What follows belongs to an exercise in optimizing a design on an open flow for small area, a short achievable clock period and few clock cycles; a production flow would make more cautious choices.
Where RTL was checked, it was by simulation tests only, not by an equivalence proof against the original.
No activity file was given, so power comes from the tool's default toggle rates.

Design fenc, start of the top module:
module fenc (
    input  wire        clk,
    input  wire        rst,           
    input  wire        cmd_valid,
    output wire        cmd_ready,
    input  wire [31:0] cmd,
    output wire        rsp_valid,
    output wire        rsp_ok,
    output wire [15:0] rsp_data
);
Size in the first run: about 3,000 cells after synthesis, roughly 610 flip-flops, roughly 54 I/O pins.
clock: 20.0 ns
lec_check: 0
cap_margin: 20
core_margin: 2
core_utilization: 40
cts_cluster_diameter: 60
cts_cluster_size: 40
slew_margin: 20
standard.sh (not shown) runs the stock make flow with config.mk's settings and CLKGATE_MAP_FILE= SYNTH_SCRIPT=/design/flow/synth_recipe.tcl, a recipe that flattens the netlist after the stock synthesis.
==> flow/flow/run.sh <==
#!/bin/bash
# The standard layout (the standard.sh: its synthesis, placement, CTS and
# routing), with settings changed for the steps after synthesis:
# - the ports get buf_4 buffers instead of the smallest buffer cell,
# - repair_timing is asked to leave 11.7 ns of setup slack at the design's
#   clock period, so that cells are sized for a shorter achieved period,
# - core utilisation 40%; the clock tree settings are in config.mk.
set -euo pipefail
bash standard.sh synth > orfs_synth.log 2>&1
bash standard.sh SETUP_SLACK_MARGIN=11.7 CORE_UTILIZATION=40 "BUFFER_PORTS_ARGS=-buffer_cell sky130_fd_sc_hd__buf_4" finish > orfs_layout.log 2>&1
The baseline ran to the end with no violations.
Testbench counts at the start, summed over its fixed seeds: cycles 604,871.
Then changed:
CTS_CLUSTER_SIZE = 30   (was 40)
PLACE_DENSITY = 0.75   (was unset)
Effect: Cell area goes down by 1.8%; worst setup slack improved by 0.0084 ns; register-to-register slack improved by 0.07 ns.
Then changed:
--- a/flow/flow/run.sh
+++ b/flow/flow/run.sh
@@ -6,3 +6,3 @@
 #   clock period, so that cells are sized for a shorter achieved period,
-# - core utilisation 40%; the clock tree settings are in config.mk.
+# - core utilisation 40%.
 set -euo pipefail
CTS_CLUSTER_DIAMETER = unset   (was 60)
CTS_CLUSTER_SIZE = unset   (was 30)
PLACE_DENSITY = unset   (was 0.75)
Cell area increases by 2.8%.
Worst hold slack is worse by 0.011 ns.
First-iteration DRC count decreases by 4.4%.
Die area is unchanged.
Register-to-register slack is worse by 0.08 ns.
Routed wire length increases by 9.0%.
Area after synthesis stays the same.
Global-route usage increases by 2.8 points.

========
## oak
Another version of the RTL of fenc (not shown whole).
Size: ~3,000 cells after synthesis, about 600 flip-flops, ~54 I/O pins, about 34,000 sq um of cells after synthesis.
==> flow/config.mk <==
export PLATFORM = sky130hd
export DESIGN_NAME = fenc
export DESIGN_NICKNAME = fenc
export VERILOG_FILES = /design/flow/design.v
export SDC_FILE = /design/flow/constraint.sdc
export NUM_CORES = 4
export LEC_CHECK = 0
export CAP_MARGIN = 20
export CORE_MARGIN = 2
export CORE_UTILIZATION = 40
export CTS_CLUSTER_DIAMETER = 60
export CTS_CLUSTER_SIZE = 25
export SLEW_MARGIN = 20
==> flow/constraint.sdc <==
create_clock -name core_clock -period 20.0 [get_ports {clk}]
set_input_delay 4.0000 -clock core_clock [delete_from_list [all_inputs] [get_ports {clk}]]
set_output_delay 4.0000 -clock core_clock [all_outputs]
set_load 0.01 [all_outputs]
==> flow/flow/run.sh <==
#!/bin/bash
# The standard layout (the standard.sh: its synthesis, placement, CTS and
# routing), with settings changed for the steps after synthesis:
# - the ports get buf_4 buffers instead of the smallest buffer cell,
# - repair_timing is asked to leave 11.5 ns of setup slack at the design's
#   clock period, so that cells are sized for a shorter achieved period,
# - core utilisation 40%; the clock tree settings are in config.mk.
set -euo pipefail
bash standard.sh synth > orfs_synth.log 2>&1
bash standard.sh SETUP_SLACK_MARGIN=11.5 CORE_UTILIZATION=40 "BUFFER_PORTS_ARGS=-buffer_cell sky130_fd_sc_hd__buf_4" finish > orfs_layout.log 2>&1
oak was carried through to the last stage, and its layout satisfied the timing, DRC and antenna checks.
What pine does differently from oak at the input level:
- a deleted CTS_CLUSTER_SIZE that had been 25
- a deleted CTS_CLUSTER_DIAMETER that had been 60
diff --git a/flow/flow/run.sh b/flow/flow/run.sh
--- a/flow/flow/run.sh
+++ b/flow/flow/run.sh
@@ -7 +7 @@
-# - core utilisation 40%; the clock tree settings are in config.mk.
+# - core utilisation 40%.
Notes after the runs:
pine vs oak, instance count: pine higher
Sort pine and oak by utilization, ascending, and oak comes first.
Summary of pine over oak: final critical-path required period has decreased; combinational power share now smaller; post-route cell area up about 0.8%; total wirelength of the detailed-routed design increased by about 0.3% relative to the old numbers; post-CTS repair timing setup buffer count fell 3.
Worst clock skew: pine < oak
Sort pine and oak by sequential fraction of total cell area, descending, and oak comes first.
Count of filler cells inserted in the layout, pine vs oak: down slightly
No functional check of the RTL was part of any run of this note.

========
exp/violet:
fenc, a different RTL version from the one above (not shown whole).
Size in the first run: roughly 3100 cells after synthesis, about 610 flip-flops, about 0.034 sq mm of cells after synthesis.
// fenc
module fenc (
    input  wire        clk,
    input  wire        rst,           
    input  wire        cmd_valid,
    output wire        cmd_ready,
    input  wire [31:0] cmd,
    output wire        rsp_valid,
    output wire        rsp_ok,
    output wire [15:0] rsp_data
);
==> flow/config.mk <==
export PLATFORM = sky130hd
export DESIGN_NAME = fenc
export DESIGN_NICKNAME = fenc
export VERILOG_FILES = /design/flow/design.v
export SDC_FILE = /design/flow/constraint.sdc
export NUM_CORES = 4
export LEC_CHECK = 0
export CAP_MARGIN = 20
export CORE_MARGIN = 2
export CORE_UTILIZATION = 40
export CTS_CLUSTER_DIAMETER = 60
export CTS_CLUSTER_SIZE = 30
export PLACE_DENSITY = 0.75
export SLEW_MARGIN = 20
==> flow/constraint.sdc <==
create_clock -name core_clock -period 20.0 [get_ports {clk}]
set_input_delay 4.0000 -clock core_clock [delete_from_list [all_inputs] [get_ports {clk}]]
set_output_delay 4.0000 -clock core_clock [all_outputs]
set_load 0.01 [all_outputs]
==> flow/flow/run.sh <==
#!/bin/bash
# The standard layout (the standard.sh: its synthesis, placement, CTS and
# routing), with settings changed for the steps after synthesis:
# - the ports get buf_4 buffers instead of the smallest buffer cell,
# - repair_timing is asked to leave 11.7 ns of setup slack at the design's
#   clock period, so that cells are sized for a shorter achieved period,
# - core utilisation 40%; the clock tree settings are in config.mk.
set -euo pipefail
bash standard.sh synth > orfs_synth.log 2>&1
bash standard.sh SETUP_SLACK_MARGIN=11.7 CORE_UTILIZATION=40 "BUFFER_PORTS_ARGS=-buffer_cell sky130_fd_sc_hd__buf_4" finish > orfs_layout.log 2>&1
exp/violet did not stop at any stage, and its layout met the timing, DRC and antenna checks.
Testbench counts of exp/violet, summed over its fixed seeds: cycles 604,871.
For exp/harbor, these inputs were changed with respect to exp/violet:
- a deleted PLACE_DENSITY that had been 0.75
### Flow results
exp/harbor completed; timing, DRC and antenna clean. Diff exp/harbor..exp/violet | cell count | negligible. [compare] base=exp/violet new=exp/harbor: switching component of the power went down by 4.0%, sequential standard cell area was more or less identical. From exp/violet to exp/harbor the numbers moved as follows: routed via count divided by cell count went down, cell area power density decreased by 1.8% relative to the old numbers. Register fraction of the total cell area: exp/violet vs exp/harbor, no meaningful difference. More vias were needed by exp/violet than by exp/harbor. exp/violet -> exp/harbor: count of inverters not on the clock network in the layout delta 0, exact match.
For exp/fjord, these inputs were changed with respect to exp/harbor:
- a change of CTS_CLUSTER_SIZE from 30 to 25
- an added PLACE_DENSITY of 0.75
- a change of CTS_CLUSTER_DIAMETER from 60 to 50
==> comparison <==
Result: PASS for each of exp/fjord and exp/harbor
exp/fjord vs. exp/harbor: via count went up by 2.5%.
From exp/harbor to exp/fjord the numbers moved as follows: switching power rose 84 uW, design area rose 1.3%, power rose 6.5%.
Relative to exp/harbor, clock power share has increased by 3.5 points in exp/fjord.

========
main:
Another version of the RTL of fenc (not shown whole).
For scale: roughly 600 flip-flops.
Design fenc, start of the top module:
module fenc (
    input  wire        clk,
    input  wire        rst,           
    input  wire        cmd_valid,
    output wire        cmd_ready,
    input  wire [31:0] cmd,
    output wire        rsp_valid,
    output wire        rsp_ok,
    output wire [15:0] rsp_data
);
export LEC_CHECK = 0
export CAP_MARGIN = 20
export CORE_MARGIN = 2
export CORE_UTILIZATION = 40
export CTS_BUF_LIST = sky130_fd_sc_hd__clkbuf_4 sky130_fd_sc_hd__clkbuf_8
export SLEW_MARGIN = 20
create_clock -name core_clock -period 20.0 [get_ports {clk}]
==> flow/flow/run.sh <==
#!/bin/bash
# The standard layout (the standard.sh: its synthesis, placement, CTS and
# routing), with settings changed for the steps after synthesis:
# - the ports get buf_4 buffers instead of the smallest buffer cell,
# - repair_timing is asked to leave 11.5 ns of setup slack at the design's
#   clock period, so that cells are sized for a shorter achieved period,
# - core utilisation 40%; the clock tree settings are in config.mk.
set -euo pipefail
bash standard.sh synth > orfs_synth.log 2>&1
bash standard.sh SETUP_SLACK_MARGIN=11.5 CORE_UTILIZATION=40 "BUFFER_PORTS_ARGS=-buffer_cell sky130_fd_sc_hd__buf_4" finish > orfs_layout.log 2>&1
Testbench counts of main, summed over its fixed seeds: cycles 604,871.
Modified inputs, the feature branch compared to main
- clearing CTS_BUF_LIST, which used to be sky130_fd_sc_hd__clkbuf_4 sky130_fd_sc_hd__clkbuf_8
-- flow/flow/run.sh --
<<< main, line 7
# - core utilisation 40%; the clock tree settings are in config.mk.
>>> the feature branch, line 7
# - core utilisation 60%.
<<< main, line 10
bash standard.sh SETUP_SLACK_MARGIN=11.5 CORE_UTILIZATION=40 "BUFFER_PORTS_ARGS=-buffer_cell sky130_fd_sc_hd__buf_4" finish > orfs_layout.log 2>&1
>>> the feature branch, line 10
bash standard.sh SETUP_SLACK_MARGIN=11.5 CORE_UTILIZATION=60 "BUFFER_PORTS_ARGS=-buffer_cell sky130_fd_sc_hd__buf_4" finish > orfs_layout.log 2>&1
[summary]
The feature branch vs main, critical path class: register to output pin vs primary input to output pin
Going from main to the feature branch, power drawn by the clock network increased by about 10% relative to the old numbers; flip-flop and latch count closely matched the old numbers; area growth from synthesis to layout decreased by 1.9 points relative to the old numbers.

## separate check: timing with driven ports
How much do the figures lean on ideal ports? The routed layouts below were timed once more, with nothing changed but the port constraints.
Step 1 (the two cells are an assumption about what drives the block):
set clk [get_ports {clk}]
set_driving_cell -lib_cell sky130_fd_sc_hd__clkbuf_16 $clk
set_driving_cell -lib_cell sky130_fd_sc_hd__buf_2 [delete_from_list [all_inputs] $clk]
Step 2, shift: input delay + t, output delay - t, t = (earliest + latest rising clock arrival at the registers) / 2. This alone moves slack from input paths to output paths.
Slacks: no drivers / after step 1 / after step 2; pairs: no drivers / after step 1.
| run | t, ns | slack for setup (ns) | hold WS [ns] | worst data-port slew with drivers (ns) | cell pins on the clock port's net |
|---|---|---|---|---|---|
| the first run of note 1 | 0.692 | 11.694 / 11.646 / 11.321 | 0.499 / 0.499 / 0.499 | 0.06 | 1 |
| the second run of note 1 | 0.668 | 11.702 / 11.654 / 11.651 | 0.503 / 0.503 / 0.503 | 0.06 | 1 |
| the third run of note 1 | 0.694 | 11.692 / 11.644 / 11.408 | 0.492 / 0.492 / 0.492 | 0.06 | 1 |
| oak | 0.722 | 11.398 / 11.325 / 11.468 | 0.488 / 0.488 / 0.488 | 0.04 | 1 |
| pine | 0.712 | 11.530 / 11.465 / 11.492 | 0.487 / 0.487 / 0.487 | 0.05 | 1 |
| exp/violet | 0.691 | 11.698 / 11.649 / 11.635 | 0.482 / 0.482 / 0.482 | 0.12 | 1 |
| exp/harbor | 0.690 | 11.697 / 11.650 / 11.396 | 0.479 / 0.479 / 0.479 | 0.06 | 1 |
| exp/fjord | 0.716 | 11.698 / 11.649 / 11.577 | 0.480 / 0.480 / 0.480 | 0.12 | 1 |
| main | 0.800 | 11.522 / 11.479 / 11.479 | 0.504 / 0.504 / 0.504 | 0.05 | 1 |
| the feature branch | 0.712 | 11.469 / 11.406 / 11.511 | 0.487 / 0.487 / 0.487 | 0.05 | 1 |
After both steps every run listed still meets setup and hold. For the first run of note 1, which loses most, drivers alone change the setup slack by -0.048 ns; drivers and shift together by -0.373 ns.
